Source: an optimization exercise on an open RTL-to-GDS flow (aim: small area). Production flows keep margins and buffers that such runs may drop.
Function was checked by simulation only, so behaviour that the tests miss may differ from the original.
Power is estimated from default activity; no workload was simulated.

==> flow/design.v <==
module dcpu16_core (
    input  wire        clk,
    input  wire        rst,
    output reg         mem_req,
    output reg         mem_we,
    output wire [15:0] mem_addr,
    output wire [15:0] mem_wdata,
    input  wire        mem_ack,
    input  wire [15:0] mem_rdata,
    output wire        halted
);
    localparam [3:0] OP_EXT = 4'h0, OP_SET = 4'h1, OP_ADD = 4'h2, OP_SUB = 4'h3,
                     OP_MUL = 4'h4, OP_DIV = 4'h5, OP_MOD = 4'h6, OP_SHL = 4'h7,
                     OP_SHR = 4'h8, OP_AND = 4'h9, OP_BOR = 4'hA, OP_XOR = 4'hB,
                     OP_IFE = 4'hC, OP_IFN = 4'hD, OP_IFG = 4'hE, OP_IFB = 4'hF;
    localparam [5:0] EOP_JSR = 6'h01, EOP_INT = 6'h08, EOP_IAG = 6'h09, EOP_IAS = 6'h0A,
                     EOP_HWN = 6'h10, EOP_HWQ = 6'h11, EOP_HWI = 6'h12;
    localparam [5:0] OPC_POP = 6'h18, OPC_PEEK = 6'h19, OPC_PUSH = 6'h1A, OPC_SP = 6'h1B,
                     OPC_PC = 6'h1C, OPC_EX = 6'h1D, OPC_IA = 6'h1E, OPC_NW = 6'h1F;
    localparam [4:0] S_F0    = 5'd0,    
                     S_FETCH = 5'd1,    
                     S_DEC   = 5'd2,    
                     S_SKIP  = 5'd3,    
                     S_NW    = 5'd4,    
                     S_LOC   = 5'd5,    
                     S_RD    = 5'd6,    
                     S_BMV   = 5'd7,    
                     S_APC   = 5'd8,    
                     S_POPI  = 5'd9,    
                     S_REST  = 5'd10,   
                     S_EXEC  = 5'd11,   
                     S_SHR1  = 5'd12,   
                     S_STEP  = 5'd13,   
                     S_POST  = 5'd14,   
                     S_POST2 = 5'd15,   
                     S_EXC   = 5'd16,   
                     S_WB    = 5'd17,   
                     S_WR    = 5'd18,   
                     S_JPC   = 5'd19,   
                     S_JSP   = 5'd20,   
                     S_I0    = 5'd21,   
                     S_IRA   = 5'd23,   
                     S_IA    = 5'd24,   
                     S_IIA   = 5'd25,   
                     S_HWQ   = 5'd26,   
                     S_HALT  = 5'd28,
                     S_LOGIC = 5'd31,   
                     S_DIV2  = 5'd29;   
    reg [4:0] state;
    reg [15:0] g0, g1, g2, g3, g4, g5, g6, g7;   
    reg [15:0] s0, s1;                           
    reg [2:0]  rp;           
    reg        clr;          
    wire       sclr = clr && rp[2:1] == 2'b00;    
    reg [15:0] pc, ex;
    reg [15:0] ir;
    reg [15:0] adr;          
    reg [15:0] va;           
    reg [15:0] vb;           
    reg [15:0] r;            
    reg [4:0]  cnt;
    reg        ph;           
    reg        skip;
    reg        c;            
    reg        iph;          
    reg        p2;           
    assign mem_addr  = adr;
    assign mem_wdata = vb;
    assign halted    = (state == S_HALT);
    wire [3:0] op    = ir[3:0];
    wire [5:0] bcode = ir[9:4];
    wire [5:0] acode = ir[15:10];
    wire [5:0] eop   = ir[9:4];
    wire       is_basic = (op != OP_EXT);
    wire e_jsr = !is_basic && eop == EOP_JSR;
    wire e_int = !is_basic && eop == EOP_INT;
    wire e_iag = !is_basic && eop == EOP_IAG;
    wire e_ias = !is_basic && eop == EOP_IAS;
    wire e_hwn = !is_basic && eop == EOP_HWN;
    wire e_hwq = !is_basic && eop == EOP_HWQ;
    wire e_hwi = !is_basic && eop == EOP_HWI;
    wire ext_assigned = e_jsr | e_int | e_iag | e_ias | e_hwn | e_hwq | e_hwi;
    wire has_d = is_basic | e_iag | e_hwn;           
    wire has_s = !(e_iag | e_hwn);                   
    wire [5:0] dcode = is_basic ? bcode : acode;
    wire rd_d  = is_basic && op != OP_SET;           
    wire is_cond = is_basic && op[3:2] == 2'b11;
    wire is_mc   = is_basic && (op == OP_MUL || op == OP_DIV || op == OP_MOD ||
                                op == OP_SHL || op == OP_SHR);
    wire op_div  = op == OP_DIV;
    wire op_mod  = op == OP_MOD;
    function automatic f_nw(input [5:0] cd);
        f_nw = (cd[5:3] == 3'b010) || (cd == OPC_NW);
    endfunction
    function automatic f_mem(input [5:0] cd);
        f_mem = (cd[5:3] == 3'b010) || (cd[5:3] == 3'b001) ||
                (cd == OPC_POP) || (cd == OPC_PEEK) || (cd == OPC_PUSH);
    endfunction
    wire d_nw  = has_d && f_nw(dcode);
    wire s_nw  = has_s && f_nw(acode);
    wire d_mem = has_d && f_mem(dcode);
    wire s_mem = has_s && f_mem(acode);
    wire d_gpr = has_d && dcode[5:3] == 3'b000;
    wire d_pop  = has_d && dcode == OPC_POP;
    wire d_push = has_d && dcode == OPC_PUSH;
    wire s_pop  = has_s && acode == OPC_POP;
    wire s_push = has_s && acode == OPC_PUSH;
    wire [5:0] cd   = ph ? acode : dcode;
    wire [2:0] cls  = f_cls(cd);
    wire       want = ph | rd_d;                                 
    wire       g_al = (rp == cd[2:0]);
    function automatic [2:0] f_cls(input [5:0] c6);
        if (c6[5])                 f_cls = 3'd5;
        else if (c6[4:3] == 2'b00) f_cls = 3'd0;
        else if (c6[4:3] == 2'b01) f_cls = 3'd1;
        else if (c6[4:3] == 2'b10) f_cls = 3'd2;
        else if (c6[2:0] <= 3'd2)  f_cls = 3'd3;
        else if (c6[2:0] == 3'd3)  f_cls = 3'd4;
        else if (c6[2:0] == 3'd6)  f_cls = 3'd6;
        else                       f_cls = 3'd5;
    endfunction
    localparam [9:0] X_0 = 10'd0, X_T = 10'd1, X_U = 10'd2, X_PC = 10'd4, X_EX = 10'd8,
                     X_VB = 10'd16, X_R = 10'd32, X_RSH = 10'd64, X_LIT = 10'd128, X_VA = 10'd256;
    reg [9:0]  xsel;                       
    reg        yva, yinv, k1, cin;
    wire [15:0] x = ({16{xsel[0] & !clr}}  & g0) |
                    ({16{xsel[1] & !sclr}} & s0) |
                    ({16{xsel[2]}} & pc) |
                    ({16{xsel[3]}} & ex) |
                    ({16{xsel[4]}} & vb) |
                    ({16{xsel[5]}} & r)  |
                    ({16{xsel[6]}} & {r[14:0], vb[15] & !p2}) |
                    ({16{xsel[7]}} & {11'd0, cd[4:0]}) |
                    ({16{xsel[8]}} & va);
    wire [15:0] y = ((va & {16{yva}}) | {15'd0, k1}) ^ {16{yinv}};
    wire [15:0] ap = x ^ y;
    wire [15:0] ag = x & y;
    reg  [16:0] cy;
    reg  [15:0] sum;
    integer k;
    always @(*) begin
        cy[0] = cin;
        for (k = 0; k < 16; k = k + 4) begin
            cy[k+1] = ag[k] | (ap[k] & cy[k]);
            cy[k+2] = ag[k+1] | (ap[k+1] & ag[k]) | (ap[k+1] & ap[k] & cy[k]);
            cy[k+3] = ag[k+2] | (ap[k+2] & ag[k+1]) | (ap[k+2] & ap[k+1] & ag[k]) |
                      (ap[k+2] & ap[k+1] & ap[k] & cy[k]);
            cy[k+4] = ag[k+3] | (ap[k+3] & ag[k+2]) | (ap[k+3] & ap[k+2] & ag[k+1]) |
                      (ap[k+3] & ap[k+2] & ap[k+1] & ag[k]) |
                      (ap[k+3] & ap[k+2] & ap[k+1] & ap[k] & cy[k]);
        end
        sum = ap ^ cy[15:0];
    end
    wire cout = cy[16];
    wire [15:0] za = sum;
    wire [15:0] z = za;
    wire zzero = (za == 16'h0000);
    reg  sgn;                            
    wire ns = r[15] ^ cout ^ !sgn;
    wire qb = !ns & (op_div | op_mod);   
    wire       al_sp  = !rp[0];
    wire       al_ia  = rp[0];
    wire       va_zero = (va == 16'h0000);
    wire       va_big  = (va[15:5] != 11'd0);
    reg        gwe, swe;                  
    reg        pc_ld, adr_ld, vb_ld, r_ld, ex_ld, va_ld;
    reg        va_rd, ir_rd;              
    reg        val_ld;                    
    reg [4:0]  nstate;
    reg        skip_n, c_ld, iph_n, ph_n, p2_n;
    reg [1:0]  cnt_op;                    
    reg [4:0]  cnt_in;
    reg [1:0]  sh;                        
    reg        adv;                       
    reg        sgn_clr;
    wire [4:0] after_a = (d_mem && (s_nw || s_mem)) ? S_REST : S_EXEC;
    wire [4:0] to_a    = s_nw ? (d_mem ? S_APC : S_NW) : S_LOC;
    wire       go_a    = !ph && has_s;
    wire [4:0] next_op = go_a ? to_a : after_a;
    wire [4:0] to_dst  = d_mem ? S_WR : S_WB;
    wire       div_more = op_div && !p2 && !va_zero;
    wire [4:0] wb_done  = div_more ? S_DIV2 : S_F0;
    always @(*) begin
        gwe = 1'b0; swe = 1'b0;
        pc_ld = 1'b0; adr_ld = 1'b0; vb_ld = 1'b0; r_ld = 1'b0; ex_ld = 1'b0; va_ld = 1'b0;
        va_rd = 1'b0; ir_rd = 1'b0; val_ld = 1'b0;
        xsel = X_0; yva = 1'b0; yinv = 1'b0; k1 = 1'b0; cin = 1'b0; 
        mem_req = 1'b0; mem_we = 1'b0;
        nstate = state;
        skip_n = skip; c_ld = 1'b0; iph_n = iph; ph_n = ph; p2_n = p2;
        cnt_op = 2'd0; cnt_in = 5'd0;
        sh = 2'd0; adv = 1'b0; sgn_clr = 1'b0;
        case (state)
            S_F0: begin
                xsel = X_PC; adr_ld = 1'b1;
                nstate = S_FETCH;
            end
            S_FETCH: begin
                mem_req = 1'b1;
                xsel = X_PC; cin = 1'b1;
                if (mem_ack) begin
                    ir_rd = 1'b1; pc_ld = 1'b1; adr_ld = 1'b1;
                    nstate = S_DEC;
                end
            end
            S_DEC: begin
                ph_n = !has_d; p2_n = 1'b0;
                if (!is_basic && !ext_assigned)
                    nstate = S_HALT;
                else if (skip)
                    nstate = S_SKIP;
                else if (has_d)
                    nstate = d_nw ? S_NW : S_LOC;
                else
                    nstate = s_nw ? S_NW : S_LOC;
            end
            S_SKIP: begin
                xsel = X_PC;
                k1  = d_nw & s_nw;
                cin = d_nw | s_nw;
                pc_ld = 1'b1; adr_ld = 1'b1;
                skip_n = 1'b0;
                nstate = S_FETCH;
            end
            S_NW: begin
                mem_req = 1'b1;
                xsel = X_PC; cin = 1'b1;
                if (mem_ack) begin
                    va_rd = 1'b1; pc_ld = 1'b1; adr_ld = 1'b1;
                    nstate = S_LOC;
                end
            end
            S_LOC: begin
                case (cls)
                    3'd0: begin
                        xsel = X_T;
                        if (!want) begin nstate = next_op; adv = 1'b1; end
                        else if (g_al) begin val_ld = 1'b1; begin nstate = next_op; adv = 1'b1; end end
                    end
                    3'd1, 3'd2: begin
                        xsel = X_T; yva = (cls == 3'd2);
                        if (g_al) begin
                            adr_ld = 1'b1; r_ld = !ph;
                            begin nstate = want ? S_RD : next_op; adv = !want; end
                        end
                    end
                    3'd3: begin
                        xsel = X_U;
                        yinv = (cd == OPC_PUSH);
                        if (al_sp) begin
                            adr_ld = 1'b1; r_ld = !ph; swe = (cd == OPC_PUSH);
                            if (cd == OPC_POP) nstate = S_POPI;
                            else begin nstate = want ? S_RD : next_op; adv = !want; end
                        end
                    end
                    3'd4: begin
                        xsel = X_U;
                        if (!want) begin nstate = next_op; adv = 1'b1; end
                        else if (al_sp) begin val_ld = 1'b1; begin nstate = next_op; adv = 1'b1; end end
                    end
                    3'd6: begin
                        xsel = X_U;
                        if (!want) begin nstate = next_op; adv = 1'b1; end
                        else if (al_ia) begin val_ld = 1'b1; begin nstate = next_op; adv = 1'b1; end end
                    end
                    default: begin
                        xsel = (cd == OPC_PC) ? X_PC : (cd == OPC_EX) ? X_EX :
                               (cd == OPC_NW) ? X_0 : X_LIT;
                        yva  = (cd == OPC_NW);
                        val_ld = want;
                        begin nstate = next_op; adv = 1'b1; end
                    end
                endcase
            end
            S_RD: begin
                mem_req = 1'b1;
                if (mem_ack) begin
                    va_rd = 1'b1;
                    nstate = ph ? after_a : S_BMV;
                    ph_n = 1'b0;
                end
            end
            S_BMV: begin
                yva = 1'b1; vb_ld = 1'b1;
                adv = 1'b1;
                nstate = next_op;
            end
            S_APC: begin
                xsel = X_PC; adr_ld = 1'b1;
                nstate = S_NW;
            end
            S_POPI: begin
                xsel = X_U; cin = 1'b1;
                if (al_sp) begin
                    swe = 1'b1;
                    nstate = want ? S_RD : next_op; adv = !want;
                end
            end
            S_REST: begin
                xsel = X_R; adr_ld = 1'b1;
                nstate = S_EXEC;
            end
            S_EXEC: begin
                if (is_basic) begin
                    case (op)
                        OP_MUL: begin
                            r_ld = 1'b1;
                            cnt_op = 2'd1; cnt_in = 5'd16;
                            nstate = S_STEP;
                        end
                        OP_DIV, OP_MOD: begin
                            if (va_zero) begin
                                vb_ld = 1'b1; ex_ld = op_div;
                                nstate = to_dst;
                            end else begin
                                r_ld = 1'b1; sgn_clr = 1'b1; p2_n = 1'b0;
                                cnt_op = 2'd1; cnt_in = 5'd16;
                                nstate = S_STEP;
                            end
                        end
                        OP_SHL, OP_SHR: begin
                            cnt_op = 2'd1; cnt_in = va[4:0];
                            if (va_big) begin
                                vb_ld = 1'b1; ex_ld = 1'b1;
                                nstate = to_dst;
                            end else if (op == OP_SHL) begin
                                r_ld = 1'b1;
                                nstate = (va[4:0] == 5'd0) ? S_POST : S_STEP;
                            end else begin
                                xsel = X_VB; r_ld = 1'b1;
                                nstate = S_SHR1;
                            end
                        end
                        default: begin
                            xsel = (op == OP_SET) ? X_0 : (op == OP_BOR) ? (X_VB | X_VA) : X_VB;
                            yva  = (op != OP_BOR);
                            yinv = (op == OP_SUB) || (op == OP_IFE) || (op == OP_IFN) || (op == OP_IFG);
                            cin  = yinv;
                            c_ld = 1'b1;
                            if (op == OP_AND || op == OP_XOR || op == OP_IFB) begin
                                r_ld = 1'b1;
                                cnt_op = 2'd1; cnt_in = (op == OP_XOR) ? 5'd4 : 5'd2;
                                nstate = S_LOGIC;
                            end else if (is_cond) begin
                                case (op)
                                    OP_IFE:  skip_n = !zzero;
                                    OP_IFN:  skip_n = zzero;
                                    default: skip_n = !(cout && !zzero);    
                                endcase
                                nstate = S_F0;
                            end else begin
                                vb_ld = 1'b1;
                                nstate = (op == OP_ADD || op == OP_SUB) ? S_EXC : to_dst;
                            end
                        end
                    endcase
                end else begin
                    case (eop)
                        EOP_JSR: begin iph_n = 1'b0; nstate = S_JPC; end
                        EOP_INT: nstate = S_I0;
                        EOP_IAG: begin
                            xsel = X_U;
                            if (al_ia) begin vb_ld = 1'b1; nstate = to_dst; end
                        end
                        EOP_IAS: begin
                            yva = 1'b1;
                            if (al_ia) begin swe = 1'b1; nstate = S_F0; end
                        end
                        EOP_HWN: begin
                            vb_ld = 1'b1; nstate = to_dst;
                        end
                        EOP_HWQ: begin cnt_op = 2'd1; cnt_in = 5'd8; nstate = S_HWQ; end
                        default: nstate = S_F0;      
                    endcase
                end
            end
            S_LOGIC: begin
                cnt_op = 2'd2;
                if (cnt[2] || (cnt == 5'd2 && op != OP_XOR)) begin
                    xsel = X_VB | X_VA; va_ld = 1'b1;
                end else begin
                    xsel = X_R; yva = 1'b1; yinv = 1'b1; cin = 1'b1;
                    va_ld = (cnt == 5'd3);
                    r_ld  = (cnt == 5'd2);
                    vb_ld = (cnt == 5'd1);
                end
                if (cnt == 5'd1) begin
                    nstate = is_cond ? S_F0 : to_dst;
                    if (is_cond) skip_n = zzero;               
                end
            end
            S_SHR1: begin
                vb_ld = 1'b1;
                nstate = (va[4:0] == 5'd0) ? S_POST : S_STEP;
            end
            S_STEP: begin
                cnt_op = 2'd2;
                if (op == OP_MUL || op == OP_SHR) begin
                    xsel = X_R; yva = (op == OP_MUL) & vb[0];
                    sh = 2'd1;
                end else begin
                    xsel = X_RSH; yva = (op != OP_SHL); yinv = !sgn; cin = !sgn;
                    sh = 2'd2;
                end
                if (cnt == 5'd1) nstate = (op_div && !p2) ? to_dst : S_POST;
            end
            S_POST: begin
                xsel = (op == OP_SHR || op_div) ? X_VB : X_R;
                yva  = op_mod;
                r_ld  = op_mod && sgn;
                ex_ld = !op_mod && !(op_div && cd == OPC_EX);    
                nstate = op_div ? (d_mem ? S_FETCH : S_F0) : (op == OP_SHR || op_mod) ? S_POST2 : to_dst;
            end
            S_DIV2: begin
                p2_n = 1'b1;
                cnt_op = 2'd1; cnt_in = 5'd16;
                nstate = S_STEP;
            end
            S_POST2: begin
                xsel = X_R; vb_ld = 1'b1;
                nstate = to_dst;
            end
            S_EXC: begin
                yinv = (op == OP_SUB); cin = c;
                ex_ld = 1'b1;
                nstate = to_dst;
            end
            S_WB: begin
                xsel = X_VB;
                case (cls)
                    3'd0: if (g_al) begin gwe = 1'b1; nstate = wb_done; end
                    3'd4: if (al_sp) begin swe = 1'b1; nstate = wb_done; end
                    3'd6: if (al_ia) begin swe = 1'b1; nstate = wb_done; end
                    default: begin
                        if (cd == OPC_PC) begin
                            pc_ld = 1'b1; adr_ld = 1'b1; nstate = div_more ? S_DIV2 : S_FETCH;
                        end else if (cd == OPC_EX) begin
                            ex_ld = 1'b1; nstate = wb_done;
                        end else
                            nstate = wb_done;
                    end
                endcase
            end
            S_WR: begin
                mem_req = 1'b1; mem_we = 1'b1;
                xsel = e_jsr ? X_0 : X_PC; yva = e_jsr;
                if (mem_ack) begin
                    if (e_jsr) begin
                        pc_ld = 1'b1; adr_ld = 1'b1;
                        nstate = S_FETCH;
                    end else if (e_int) begin
                        iph_n = 1'b1;
                        nstate = iph ? S_IA : S_JSP;
                    end else begin
                        adr_ld = 1'b1;
                        nstate = div_more ? S_DIV2 : S_FETCH;
                    end
                end
            end
            S_JPC: begin
                xsel = X_PC; vb_ld = 1'b1;
                nstate = S_JSP;
            end
            S_JSP: begin
                xsel = X_U; yinv = 1'b1;
                if (al_sp) begin
                    swe = 1'b1; adr_ld = 1'b1;
                    nstate = iph ? S_IRA : S_WR;
                end
            end
            S_I0: begin
                xsel = X_U;
                iph_n = 1'b0;
                if (al_ia) nstate = zzero ? S_F0 : S_JPC;
            end
            S_IRA: begin
                xsel = X_T;
                if (rp == 3'd0) begin vb_ld = 1'b1; nstate = S_WR; end
            end
            S_IA: begin
                yva = 1'b1;
                if (rp == 3'd0) begin gwe = 1'b1; nstate = S_IIA; end
            end
            S_IIA: begin
                xsel = X_U;
                if (al_ia) begin pc_ld = 1'b1; adr_ld = 1'b1; nstate = S_FETCH; end
            end
            S_HWQ: begin
                gwe = (rp <= 3'd4);
                cnt_op = 2'd2;
                if (cnt == 5'd1) nstate = S_F0;
            end
            default: nstate = S_HALT;    
        endcase
        if (adv) ph_n = go_a;    
        if (val_ld) begin
            if (ph) va_ld = 1'b1; else vb_ld = 1'b1;
        end
        if (rst) begin
            gwe = 1'b0; swe = 1'b0;
            pc_ld = 1'b1; adr_ld = 1'b1; ex_ld = 1'b1;
            xsel = X_0; yva = 1'b0; yinv = 1'b0; k1 = 1'b0; cin = 1'b0;
            sh = 2'd0;
        end
    end
    wire [15:0] gtap = clr ? 16'h0000 : g0;
    wire [15:0] stap = sclr ? 16'h0000 : s0;
    always @(posedge clk) begin
        g0 <= g1; g1 <= g2; g2 <= g3; g3 <= g4; g4 <= g5; g5 <= g6; g6 <= g7;
        g7 <= gwe ? z : gtap;
        s0 <= s1;
        s1 <= swe ? z : stap;
        if (pc_ld)  pc  <= z;
        if (adr_ld) adr <= z;
        if (sh == 2'd1) begin
            r  <= {cout, z[15:1]};
            vb <= {z[0], vb[15:1]};
        end else if (sh == 2'd2) begin
            r   <= z;
            sgn <= ns;
            vb  <= {vb[14:0], qb};
        end else begin
            if (vb_ld) vb <= z;
            if (r_ld)  r  <= z;
            if (ex_ld) ex <= z;
        end
        if (rst) begin
            rp    <= 3'd0;
            clr   <= 1'b1;
            state <= S_FETCH;
            skip  <= 1'b0;
        end else begin
            rp <= rp + 3'd1;
            if (rp == 3'd7) clr <= 1'b0;
            state <= nstate;
            skip  <= skip_n;
            iph   <= iph_n;
            p2    <= p2_n;
            ph    <= ph_n;
            if (c_ld) c <= cout;
            if (sgn_clr) sgn <= 1'b0;
            if (ir_rd)  ir  <= mem_rdata;
            if (va_rd)      va <= mem_rdata;
            else if (va_ld) va <= z;
            case (cnt_op)
                2'd1: cnt <= cnt_in;
                2'd2: cnt <= cnt - 5'd1;
                default: ;
            endcase
        end
    end
endmodule
==> flow/flow/run.sh <==
#!/bin/bash
# The standard layout (the standard.sh: standard synthesis, ORFS from
# floorplan to finish), except that:
#  - the input and output ports are buffered with the platform's smallest
#    buffer, sky130_fd_sc_hd__buf_1 (every port still gets its own buffer);
#  - clock tree synthesis adds no dummy loads to the clock nets.
set -euo pipefail
export BUFFER_PORTS_ARGS="-buffer_cell sky130_fd_sc_hd__buf_1"
export CTS_ARGS="-sink_clustering_enable -repair_clock_nets -sink_clustering_size 10 -sink_clustering_max_diameter 45 -buf_list sky130_fd_sc_hd__clkbuf_4 -dont_use_dummy_load"
bash standard.sh > standard.log 2>&1
==> flow/standard.sh <==
#!/bin/bash
# synth_recipe.tcl (not shown) runs the flow's synth.tcl, then flattens the netlist and writes it again
# the make line also repeats each setting of config.mk as NAME=value (left out here)
make -C /OpenROAD-flow-scripts/flow DESIGN_CONFIG=/design/flow/config.mk WORK_HOME=/design/flow/orfs CLKGATE_MAP_FILE= SYNTH_SCRIPT=/design/flow/synth_recipe.tcl "${@:-finish}"
==> flow/config.mk <==
export PLATFORM = sky130hd
export DESIGN_NAME = dcpu16_core
export DESIGN_NICKNAME = dcpu16_core
export VERILOG_FILES = /design/flow/design.v
export SDC_FILE = /design/flow/constraint.sdc
export NUM_CORES = 4
export LEC_CHECK = 0
export ABC_AREA = 1
export CAP_MARGIN = 30
export CORE_MARGIN = 2
export CORE_UTILIZATION = 40
export CTS_BUF_LIST = sky130_fd_sc_hd__clkbuf_4
export CTS_CLUSTER_DIAMETER = 45
export CTS_CLUSTER_SIZE = 10
export GPL_TIMING_DRIVEN = 0
export SLEW_MARGIN = 30
==> flow/constraint.sdc <==
create_clock -name core_clock -period 10.0 [get_ports {clk}]
set_input_delay 2.0000 -clock core_clock [delete_from_list [all_inputs] [get_ports {clk}]]
set_output_delay 2.0000 -clock core_clock [all_outputs]
set_load 0.01 [all_outputs]
==> results of run 1 <==
-- worst max path at each step --
| stage | cells past startpoint | endpoint | from | slack (ns) |
|---|---|---|---|---|
| final | 36 | state[0] | rst | 1.64 |
| after global routing | 36 | state[1] | rst | 1.45 |
| after CTS | 31 | state[0] | rst | 1.86 |
| after detailed placement | 31 | state[0] | rst | 1.25 |
| after global placement | 31 | state[0] | rst | 1.20 |
| after floorplan | 36 | state[0] | rst | 3.66 |
-- per-stage QoR --
stage	total power, mW	hold WS (ns)
6_report	3.53	0.270
5_1_grt	3.73	0.294
4_1_cts	3.53	0.289
3_5_place_dp	2.96	0.312
3_3_place_gp	2.94	0.310
2_1_floorplan	2.43	0.310
-- kinds of logic (layout without fill, tap and decap cells) --
kind of cell	count (synthesis)	after routing
AO/OA/AOI/OAI	274	274
adder cells (fa/ha/maj)	28	28
flip-flops	292	292
buffers and inverters	244	343
XOR/XNOR	24	24
other	0	2
AND/OR/NAND/NOR	679	679
-- cells in the final DEF, fill, tap and decap left out, types with 5 or more instances in the layout --
cell / netlist / routed
o211ai_1: 13 / 13
nand2_4: 8 / 8
clkinv_1: 5 / 5
nand2_1: 300 / 300
buf_1: 1 / 53
ha_1: 24 / 24
inv_2: 11 / 11
nor2_1: 152 / 152
dfxtp_1: 171 / 171
o2111ai_1: 12 / 10
nand3_1: 93 / 93
clkbuf_4: 0 / 41
o221ai_1: 11 / 11
a211oi_1: 11 / 11
buf_2: 11 / 11
nand3_2: 6 / 6
nor3_1: 34 / 33
clkbuf_1: 22 / 22
o21ai_0: 82 / 81
xor2_1: 19 / 19
edfxtp_1: 121 / 121
o22ai_1: 17 / 17
o21ai_2: 5 / 5
nand4_1: 32 / 32
buf_4: 1 / 6
a21oi_1: 50 / 50
a221oi_1: 10 / 10
nand2_2: 23 / 23
inv_1: 191 / 191
xnor2_1: 5 / 5
nor4_1: 14 / 14
o21ai_1: 36 / 36
-- final cells by class --
type | instances | area, sq um
antenna | 2 | 5.00
inverter | 208 | 782
fill | 3353 | 18200
clock buffer | 41 | 308
multi-input combinational | 1005 | 5390
tap | 442 | 553
sequential | 292 | 7060
timing repair buffer | 58 | 248
buffer | 36 | 169
-- critical path, delay by kind of cell --
kind            cells  cell delay, ns
xor+xnor            1            0.36
buf+inv             5            1.19
fa+ha+maj           2            0.54
simple gates       23            3.90
compound gates      5            0.77
-- power by group through the flow --
stage / combinational, mW / sequential (mW) / clock, mW
2_1_floorplan: 0.812 / 1.61 / 0
3_3_place_gp: 1.32 / 1.62 / 0
3_5_place_dp: 1.34 / 1.62 / 0
4_1_cts: 1.35 / 1.59 / 0.584
5_1_grt: 1.49 / 1.61 / 0.635
6_report: 1.37 / 1.59 / 0.568
-- layer usage --
metal | vias up | wire length (um) | share of wire | global-route usage
met1 | 5511 | 19400 | 0.41 | 0.344
met5 | - | 0 | 0 | 0
met3 | 139 | 3530 | 0.074 | 0.0427
met4 | 0 | 2840 | 0.060 | 0.148
met2 | 592 | 21600 | 0.46 | 0.435
li1 | 5427 | - | - | -
==> summary.txt, run 1 <==
- Reg2Reg Setup Slack: 1.99 ns
- Relative slew margins: 0.327
- Area leader, netlist: edfxtp_1
- WS Path Type: in -> reg
- Die X: 187 um
- Post-DRT Antenna Nets: 0
- Fin util: 0.444
- Vias in the first global route: 11200
- Startpoint Class: primary input
- Hold depth: 0
- Top cells by area, synth: edfxtp_1, dfxtp_1, nand2_1
- Iter 0 DRT Violations: 1121
- Max stage delay on crit path: 0.72 ns
- Top FF cell, synth: dfxtp_1
- Maximum VDD drop: 141 uV
- PortBufs: 52
- P_leak: 5.84 nW
- Ys async rst share: 0
- Sw Ratio: 0.416
- CTS max path bufs: 3
- RR Startpoint: ph
- Count leader, synth: nand2_1
- Post-synthesis compound-gate area fraction: 0.126
- Status: timing/DRC/antenna clean
- Reg2reg path depth: 43
- Crit path max fanout: 10
- Critical Path End Type: flop
- Final Hold Viols: 0
- CTS clock-pin slew for the worst setup and hold paths: 0.11 ns
- Clock Skew: 0.0938 ns
- Post-Synth Adder-Cell Area: 0.0285
- Initial Utilization: 0.408
- Num Clock Sinks: 292
- Via-to-Cell Ratio: 5.60
- Worst Slack Setup Final: 1.64 ns
- Clock buffer count from CTS: 41
- Hold Startpoint: s1[13]
- P&R area growth vs syn: 8.85%
- Largest net degree at the start of global routing: 17
- Post-synthesis simple-gate area fraction: 0.229
- Synth Area in XOR/XNOR: 0.0158
- Comb power frac: 0.388
- H-tree levels: 2
- Total grt overflow: 0
- Synth cell types: 54
- Core region area: 0.0327 sq mm
- Net Sw Power: 1.47 mW
- CTS tree: done
- Mapped Avg Cell Area: 8.65 sq um
- Worst EP required: 10.44 ns
- NumNets Final: 1689
- Routed wire length: 47.4 mm
- Mux cell area share after synthesis: 0
- Largest family of logic cells by synthesized area: simple AND/OR/NAND/NOR gates
- Die footprint: 0.0348 sq mm
- Synthesis-stage register bit count: 292
- Top-area cell type share of the netlist area: 0.273
- Setup TNS: 0 ns
- Initial antenna violation count: 1
- Mapped Cells: 1541
- DP HPWL: 36.6 mm
- Layout Cells excl Fill: 2084
- FP Rows: 66
- DR vias: 11700
- Placed cells: 2041
- Dpl cell area: 0.0142 sq mm
- Hold buffer count at CTS: 0
- Slowest-stage cell, CP: nor2_1
- Sequential power share: 0.451
- Gr usage total: 0.268
- FMAX: 0.120 GHz
- Synth top cells by count: nand2_1, inv_1, dfxtp_1, nor2_1, edfxtp_1
- Root buf cell: clkbuf_4
- Final setup vio count: 0
- Post-route cell area: 0.0145 sq mm
- RR Endpoint: state[0]
- Gpl congestion: 1.02
- Seq/Total Area, Yosys: 0.529
- Tmin final: 8.36 ns
- Mapped Area: 0.0133 sq mm
- WHS Endpoint: s0[13]
- P per Cell Area: 243 mW/mm^2
- Worst-Margin Slew: 1.00 ns
- Layout cell share with drive strength beyond 1: 0.0805
- Worst-Skew Late Latency: 0.68 ns
- Clock share of power: 0.161
- Worst slack, placed: 1.25 ns
- Total of max-cap violations: 0
- DR DRC count: 0
- Unrepaired setup endpoints after global routing: false
- TritonRoute pass-1 iters: 6
- Synth Warn #: 1
- Post-CTS Setup Bufs: 0
- Worst path arrival time: 8.80 ns
- Top-level I/O count: 54
- Die H: 187 um
- CTS-repair resized insts: 0
- Max Slew Vio Count: 0
- Post-synth EDFFs: 121
- Period utilisation layout: 0.836
- Internal power consumption: 2.06 mW
- Worst Hold Class: reg -> reg
- Global-route wire length before repair: 70.4 mm
- Avg WL per Cell: 22.7 um
==> run 2, diff against run 1 <==
--- a/flow/config.mk
+++ b/flow/config.mk
@@ -7,5 +7,5 @@
 export LEC_CHECK = 0
 export ABC_AREA = 1
-export CAP_MARGIN = 30
+export CAP_MARGIN = 20
 export CORE_MARGIN = 2
 export CORE_UTILIZATION = 40
@@ -14,3 +14,3 @@
 export CTS_CLUSTER_SIZE = 10
 export GPL_TIMING_DRIVEN = 0
-export SLEW_MARGIN = 30
+export SLEW_MARGIN = 20
==> summary.txt, run 2 <==
- Synth Area in XOR/XNOR: 0.0158 (unchanged)
- Post-CTS Setup Bufs: 0 (unchanged)
- Die X: 187 um (unchanged)
- Final Hold Viols: 0 (unchanged)
- Routed wire length: 47.3 mm (was 47.4 mm)
- Reg2reg path depth: 41 (was 43)
- Worst-Margin Slew: 1.02 ns (was 1.00 ns)
- Area of the multi-input gates: 0.00536 sq mm (was 0.00539 sq mm)
- Count leader, synth: nand2_1 (unchanged)
- Mapped Area: 0.0133 sq mm (unchanged)
- Via-to-Cell Ratio: 5.61 (was 5.60)
- Top-area cell type share of the netlist area: 0.273 (unchanged)
- Post-synth EDFFs: 121 (unchanged)
- FP Rows: 66 (unchanged)
- Die H: 187 um (unchanged)
- DR vias: 11700 (about the same)
- Num Clock Sinks: 292 (unchanged)
- Post-Synth Adder-Cell Area: 0.0285 (unchanged)
- Reg2Reg Setup Slack: 2.10 ns (was 1.99 ns)
- Sw Ratio: 0.415 (was 0.416)
- Layout Cells excl Fill: 2085 (was 2084)
- Vias in the first global route: 11200 (about the same)
- RR Endpoint: skip (was state[0])
- Internal power consumption: 2.07 mW (was 2.06 mW)
- Root buf cell: clkbuf_4 (unchanged)
- Status: timing/DRC/antenna clean (unchanged)
- Dpl cell area: 0.0142 sq mm (about the same)
- Total grt overflow: 0 (unchanged)
- Synth Warn #: 1 (unchanged)
- Die footprint: 0.0348 sq mm (unchanged)
- Mux cell area share after synthesis: 0 (unchanged)
- WHS Endpoint: g2[1] (was s0[13])
- Critical Path End Type: flop (unchanged)
- P&R area growth vs syn: 8.95% (was 8.85%)
- Maximum VDD drop: 124 uV (was 141 uV)
- Seq/Total Area, Yosys: 0.529 (unchanged)
- Register area: 0.00706 sq mm (unchanged)
- Top-level I/O count: 54 (unchanged)
- Iter 0 DRT Violations: 1015 (was 1121)
- Leading cell types in the layout, fill and taps excluded: nand2_1, inv_1, dfxtp_1, nor2_1, edfxtp_1 (unchanged)
- Period utilisation layout: 0.846 (was 0.836)
- Initial Utilization: 0.408 (unchanged)
- Setup TNS: 0 ns (unchanged)
- FMAX: 0.118 GHz (was 0.120 GHz)
- Hold Startpoint: g3[1] (was s1[13])
- Synth top cells by count: nand2_1, inv_1, dfxtp_1, nor2_1, edfxtp_1 (unchanged)
- Worst EP required: 10.57 ns (was 10.44 ns)
- Max stage delay on crit path: 0.81 ns (was 0.72 ns)
- PortBufs: 52 (unchanged)
- Net Sw Power: 1.47 mW (about the same)
- DR DRC count: 0 (unchanged)
- Comb power frac: 0.390 (was 0.388)
- Hold depth: 0 (unchanged)
- Crit path max fanout: 10 (unchanged)
- Slowest-stage cell, CP: nor2_1 (unchanged)
- Synthesis-stage register bit count: 292 (unchanged)
- Placed cells: 2043 (was 2041)
- Clock share of power: 0.160 (was 0.161)
- Initial antenna violation count: 1 (unchanged)
- Area leader, netlist: edfxtp_1 (unchanged)
- CTS clock-pin slew for the worst setup and hold paths: 0.09 ns (was 0.11 ns)
- H-tree levels: 2 (unchanged)
- TritonRoute pass-1 iters: 6 (unchanged)
- Post-route cell area: 0.0145 sq mm (about the same)
- Sequential power share: 0.450 (was 0.451)
- Tmin final: 8.46 ns (was 8.36 ns)
- Top cells by area, synth: edfxtp_1, dfxtp_1, nand2_1 (unchanged)
- Mapped Cells: 1541 (unchanged)
- Hold buffer count at CTS: 0 (unchanged)
- Most common cell after layout, fill and taps aside: nand2_1 (unchanged)
- Global-route wire length before repair: 69.7 mm (was 70.4 mm)
- Largest net degree at the start of global routing: 17 (unchanged)
- Max Slew Vio Count: 0 (unchanged)
- Gr usage total: 0.267 (was 0.268)
- DP HPWL: 36.5 mm (was 36.6 mm)
- Clock buffer count from CTS: 41 (unchanged)
- Top FF cell, synth: dfxtp_1 (unchanged)
- Layout cell share with drive strength beyond 1: 0.0816 (was 0.0805)
- Post-DRT Antenna Nets: 0 (unchanged)
- Mapped Avg Cell Area: 8.65 sq um (unchanged)
- Fill cells: 3314 (was 3353)
- Ys async rst share: 0 (unchanged)
- Worst path arrival time: 9.03 ns (was 8.80 ns)
- WS Path Type: in -> reg (unchanged)
- Synth cell types: 54 (unchanged)
- Clock Skew: 0.0790 ns (was 0.0938 ns)
- Core region area: 0.0327 sq mm (unchanged)
- Worst-Skew Late Latency: 0.70 ns (was 0.68 ns)
- Final setup vio count: 0 (unchanged)
- Post-synthesis simple-gate area fraction: 0.229 (unchanged)
- Avg WL per Cell: 22.7 um (about the same)
- Total of max-cap violations: 0 (unchanged)
- CTS max path bufs: 3 (unchanged)
- Worst Hold Class: reg -> reg (unchanged)
- NumNets Final: 1691 (was 1689)
- Fin Hold WS: 0.299 ns (was 0.270 ns)
- Relative slew margins: 0.315 (was 0.327)
- RR Startpoint: ir[3] (was ph)
- CTS-repair resized insts: 0 (unchanged)
- P per Cell Area: 244 mW/mm^2 (was 243 mW/mm^2)
- CTS tree: done (unchanged)
- Post-synthesis compound-gate area fraction: 0.126 (unchanged)
- P_leak: 5.86 nW (was 5.84 nW)
- Unrepaired setup endpoints after global routing: false (unchanged)
- Gpl congestion: 1.02 (unchanged)
- Startpoint Class: primary input (unchanged)
- Largest family of logic cells by synthesized area: simple AND/OR/NAND/NOR gates (unchanged)
[run 2: power groups by stage]
stage	clock network, mW	registers [mW]	logic [mW]
finish	0.565	1.59	1.38
global route	0.631	1.61	1.50
CTS	0.584	1.59	1.36
detailed placement	0	1.62	1.35
global placement	0	1.62	1.32
floorplan	0	1.61	0.812
[run 2: area by class of cell]
class	count	share of cell area
tap	442	0.0381
antenna	1	0.000172
buffer	36	0.0116
timing repair buffer	60	0.0200
inverter	208	0.0539
multi-input combinational	1005	0.369
sequential	292	0.486
clock buffer	41	0.0212
[run 2: through the flow]
step / utilization / power (mW) / worst slack, ns
floorplan: - / 2.43 / 3.66
global placement: 0.430 / 2.94 / 1.20
detailed placement: 0.435 / 2.97 / 1.17
CTS: 0.444 / 3.53 / 1.80
global route: 0.444 / 3.73 / 1.37
finish: 0.444 / 3.54 / 1.54
[run 2: worst max-delay path, delay by kind of cell]
family	cells	cell delay, ns
AOI/OAI and AO/OA	6	1.02
buffers and inverters	5	1.19
and+or+nand+nor	21	3.88
adders and majority gates	2	0.56
xor gates and xnor gates	1	0.36
[run 2: worst max path at each step]
stage                     from       end  slack (ns)  depth (start not counted)
after floorplan            rst  state[0]        3.66                         36
after global placement     rst  state[0]        1.20                         31
after detailed placement   rst      skip        1.17                         30
after CTS                  rst      skip        1.80                         30
after global routing       rst      skip        1.37                         30
final                      rst      skip        1.54                         35
[run 2: cell families after synthesis]
| logic type | after synthesis |
|---|---|
| AND/OR/NAND/NOR | 679 |
| flip-flops | 292 |
| AO/OA/AOI/OAI | 274 |
| buffers and inverters | 244 |
| adder cells (fa/ha/maj) | 28 |
| XOR/XNOR | 24 |
[run 2: per-layer routing]
layer  global-route usage  vias to the layer above  routed length (um)
li1                     -                     5440                   -
met1                0.341                     5541               19200
met2                0.432                      573               21700
met3               0.0372                      145                3310
met4                0.161                        0                3030
met5                    0                        -                   0
==> run 3, diff against run 2 <==
--- a/flow/flow/run.sh
+++ b/flow/flow/run.sh
@@ -4,7 +4,10 @@
 #  - the input and output ports are buffered with the platform's smallest
 #    buffer, sky130_fd_sc_hd__buf_1 (every port still gets its own buffer);
+#  - the buffers ABC inserted during synthesis are removed at floorplan
+#    (ORFS's REMOVE_ABC_BUFFERS); the resizer re-buffers where needed;
 #  - clock tree synthesis adds no dummy loads to the clock nets.
 set -euo pipefail
 export BUFFER_PORTS_ARGS="-buffer_cell sky130_fd_sc_hd__buf_1"
+export REMOVE_ABC_BUFFERS=1
 export CTS_ARGS="-sink_clustering_enable -repair_clock_nets -sink_clustering_size 10 -sink_clustering_max_diameter 45 -buf_list sky130_fd_sc_hd__clkbuf_4 -dont_use_dummy_load"
 bash standard.sh > standard.log 2>&1
--- a/flow/config.mk
+++ b/flow/config.mk
@@ -7,5 +7,5 @@
 export LEC_CHECK = 0
 export ABC_AREA = 1
-export CAP_MARGIN = 20
+export CAP_MARGIN = 30
 export CORE_MARGIN = 2
 export CORE_UTILIZATION = 40
@@ -14,3 +14,3 @@
 export CTS_CLUSTER_SIZE = 10
 export GPL_TIMING_DRIVEN = 0
-export SLEW_MARGIN = 20
+export SLEW_MARGIN = 30
==> summary.txt, run 3 <==
- Status: timing/DRC/antenna clean (unchanged)
- Root buf cell: clkbuf_4 (unchanged)
- WHS Endpoint: g0[7] (was g2[1])
- Startpoint Class: primary input (unchanged)
- NumNets Final: 1663 (was 1691)
- Clock Skew: 0.110 ns (was 0.0790 ns)
- Largest net degree at the start of global routing: 27 (was 17)
- Hold buffer count at CTS: 0 (unchanged)
- Top-level I/O count: 54 (unchanged)
- Register area: 0.00706 sq mm (unchanged)
- Gr usage total: 0.254 (was 0.267)
- Initial Utilization: 0.408 (unchanged)
- Area leader, netlist: edfxtp_1 (unchanged)
- Die X: 187 um (unchanged)
- Clock buffer count from CTS: 42 (was 41)
- Slowest-stage cell, CP: clkinv_1 (was nor2_1)
- CTS-repair resized insts: 0 (unchanged)
- Num Clock Sinks: 292 (unchanged)
- CTS tree: done (unchanged)
- P&R area growth vs syn: 9.36% (was 8.95%)
- Gpl congestion: 0.948 (was 1.02)
- Die H: 187 um (unchanged)
- Fin Hold WS: 0.279 ns (was 0.299 ns)
- Via-to-Cell Ratio: 5.57 (was 5.61)
- Die footprint: 0.0348 sq mm (unchanged)
- H-tree levels: 2 (unchanged)
- Mapped Cells: 1541 (unchanged)
- Post-CTS Setup Bufs: 0 (unchanged)
- Global-route wire length before repair: 67.5 mm (was 69.7 mm)
- Final setup vio count: 0 (unchanged)
- Worst-Skew Late Latency: 0.70 ns (about the same)
- Leading cell types in the layout, fill and taps excluded: nand2_1, inv_1, dfxtp_1, nor2_1, edfxtp_1 (unchanged)
- Mapped Area: 0.0133 sq mm (unchanged)
- Total of max-cap violations: 0 (unchanged)
- Period utilisation layout: 0.931 (was 0.846)
- Top cells by area, synth: edfxtp_1, dfxtp_1, nand2_1 (unchanged)
- Fill cells: 3295 (was 3314)
- Final Hold Viols: 0 (unchanged)
- Area of the multi-input gates: 0.00544 sq mm (was 0.00536 sq mm)
- DR DRC count: 0 (unchanged)
- Synthesis-stage register bit count: 292 (unchanged)
- Top FF cell, synth: dfxtp_1 (unchanged)
- Avg WL per Cell: 21.6 um (was 22.7 um)
- Top-area cell type share of the netlist area: 0.273 (unchanged)
- Synth top cells by count: nand2_1, inv_1, dfxtp_1, nor2_1, edfxtp_1 (unchanged)
- TritonRoute pass-1 iters: 5 (was 6)
- Total grt overflow: 0 (unchanged)
- Worst path arrival time: 9.84 ns (was 9.03 ns)
- Iter 0 DRT Violations: 1274 (was 1015)
- Layout cell share with drive strength beyond 1: 0.0855 (was 0.0816)
- DP HPWL: 33.6 mm (was 36.5 mm)
- Max Slew Vio Count: 0 (unchanged)
- Core region area: 0.0327 sq mm (unchanged)
- Synth Warn #: 1 (unchanged)
- P_leak: 5.86 nW (about the same)
- Mapped Avg Cell Area: 8.65 sq um (unchanged)
- Synth cell types: 54 (unchanged)
- Vias in the first global route: 11100 (was 11200)
- Initial antenna violation count: 1 (unchanged)
- Post-DRT Antenna Nets: 0 (unchanged)
- Crit path max fanout: 19 (was 10)
- Worst-Margin Slew: 0.935 ns (was 1.02 ns)
- Worst EP required: 10.53 ns (was 10.57 ns)
- Reg2reg path depth: 37 (was 41)
- CTS clock-pin slew for the worst setup and hold paths: 0.10 ns (was 0.09 ns)
- WS Path Type: in -> reg (unchanged)
- Post-synth EDFFs: 121 (unchanged)
- CTS max path bufs: 3 (unchanged)
- Max stage delay on crit path: 0.82 ns (was 0.81 ns)
- Tmin final: 9.31 ns (was 8.46 ns)
- Maximum VDD drop: 130 uV (was 124 uV)
- Hold Startpoint: g1[7] (was g3[1])
- RR Endpoint: skip (unchanged)
- Count leader, synth: nand2_1 (unchanged)
- RR Startpoint: state[0] (was ir[3])
- Reg2Reg Setup Slack: 1.43 ns (was 2.10 ns)
- FP Rows: 66 (unchanged)
- Fin util: 0.446 (was 0.444)
- P per Cell Area: 239 mW/mm^2 (was 244 mW/mm^2)
- Critical Path End Type: flop (unchanged)
- Most common cell after layout, fill and taps aside: nand2_1 (unchanged)
- Relative slew margins: 0.361 (was 0.315)
- Hold depth: 0 (unchanged)
- Worst Hold Class: reg -> reg (unchanged)
- Ys async rst share: 0 (unchanged)
- PortBufs: 53 (was 52)
- Unrepaired setup endpoints after global routing: false (unchanged)
- Seq/Total Area, Yosys: 0.529 (unchanged)
- FMAX: 0.107 GHz (was 0.118 GHz)
- DR vias: 11500 (was 11700)
- Routed wire length: 44.4 mm (was 47.3 mm)
-- run 3: changes by cell type in the layout (fill, tap and decap cells not counted), moves of 3 or more --
| cell | change |
|---|---|
| clkbuf_1 | -22 |
| o21ai_4 | +3 |
| buf_8 | +4 |
| buf_2 | -10 |
| nor2_2 | +4 |
| nor2_1 | -6 |
| buf_16 | +4 |
-- run 3: how the worst max path moves through the flow --
stage	start	to	slack [ns]	cells past startpoint
final	rst	skip	0.69	35
after floorplan	rst	state[0]	3.07	35
after global routing	rst	skip	0.40	36
after detailed placement	rst	skip	0.28	36
after global placement	rst	state[1]	-1.01	36
after CTS	rst	skip	0.87	36
-- run 3: layout make-up --
type | instances | area share
antenna | 1 | 0.000172
clock buffer | 42 | 0.0216
inverter | 208 | 0.0537
multi-input combinational | 1005 | 0.373
sequential | 292 | 0.484
tap | 442 | 0.0379
timing repair buffer | 67 | 0.0295
-- run 3: cell families (layout without fill, tap and decap cells) --
group	after synthesis	after routing	share of synthesized area
adders and majority gates	28	28	0.0285
DFF	292	292	0.529
buffers and inverters	244	317	0.0713
and+or+nand+nor	679	679	0.229
other	0	1	0
xor gates and xnor gates	24	24	0.0158
AOI/OAI and AO/OA	274	274	0.126
-- run 3: metrics by stage --
stage                     setup slack (ns)  std cells  power [mW]  area (sq um)  TNS, ns
after floorplan                       3.07       1505        2.42         13200        0
after global placement               -1.01       2000        2.88         13900    -3.94
after detailed placement             0.278       2013        2.92         14200        0
after CTS                            0.868       2055        3.49         14600        0
after global routing                 0.404       2057        3.70         14600        0
final                                0.685       2057        3.48         14600        0
-- run 3: where the power goes --
group / internal (mW) / switching, mW
combinational: 0.383 / 0.944
clock: 0.192 / 0.375
sequential: 1.51 / 0.0836
-- run 3: per-layer routing --
layer | vias to the layer above | track usage | part of all wire
met3 | 111 | 0.0350 | 0.063
met2 | 490 | 0.407 | 0.45
met4 | 0 | 0.107 | 0.044
met1 | 5474 | 0.345 | 0.44
li1 | 5376 | - | -
met5 | - | 0 | 0
-- run 3: worst max-delay path, delay by kind of cell --
family | cells | cell delay (ns)
AO/OA/AOI/OAI | 6 | 1.12
XOR/XNOR | 1 | 0.26
adder cells (fa/ha/maj) | 2 | 0.55
buffers and inverters | 5 | 2.02
AND/OR/NAND/NOR | 21 | 3.86

## separate check: timing with driven ports
In the flow no input, the clock included, has a driving cell. The finished layouts below were timed again as built, in two steps.
Step 1, drivers: a clkbuf_16 drives clk and a buf_2 each remaining input, both assumed.
Step 2 also shifts input and output timing later by t, the mid clock arrival at the registers, as if the neighbouring blocks saw the same clock.
Three values: ideal, step 1, step 2; two values: the first two.
run | t (ns) | setup slack, ns | hold WS [ns]
run 1 | 0.683 | 1.641 / 1.666 / 0.983 | 0.270 / 0.270 / 0.270
run 2 | 0.710 | 1.541 / 1.567 / 0.857 | 0.299 / 0.299 / 0.299
run 3 | 0.697 | 0.685 / 0.708 / 0.011 | 0.279 / 0.279 / 0.279
After both steps every run listed still meets setup and hold. The setup slack of run 2, which loses most, moves by +0.026 ns with the drivers and by -0.684 ns with both steps.
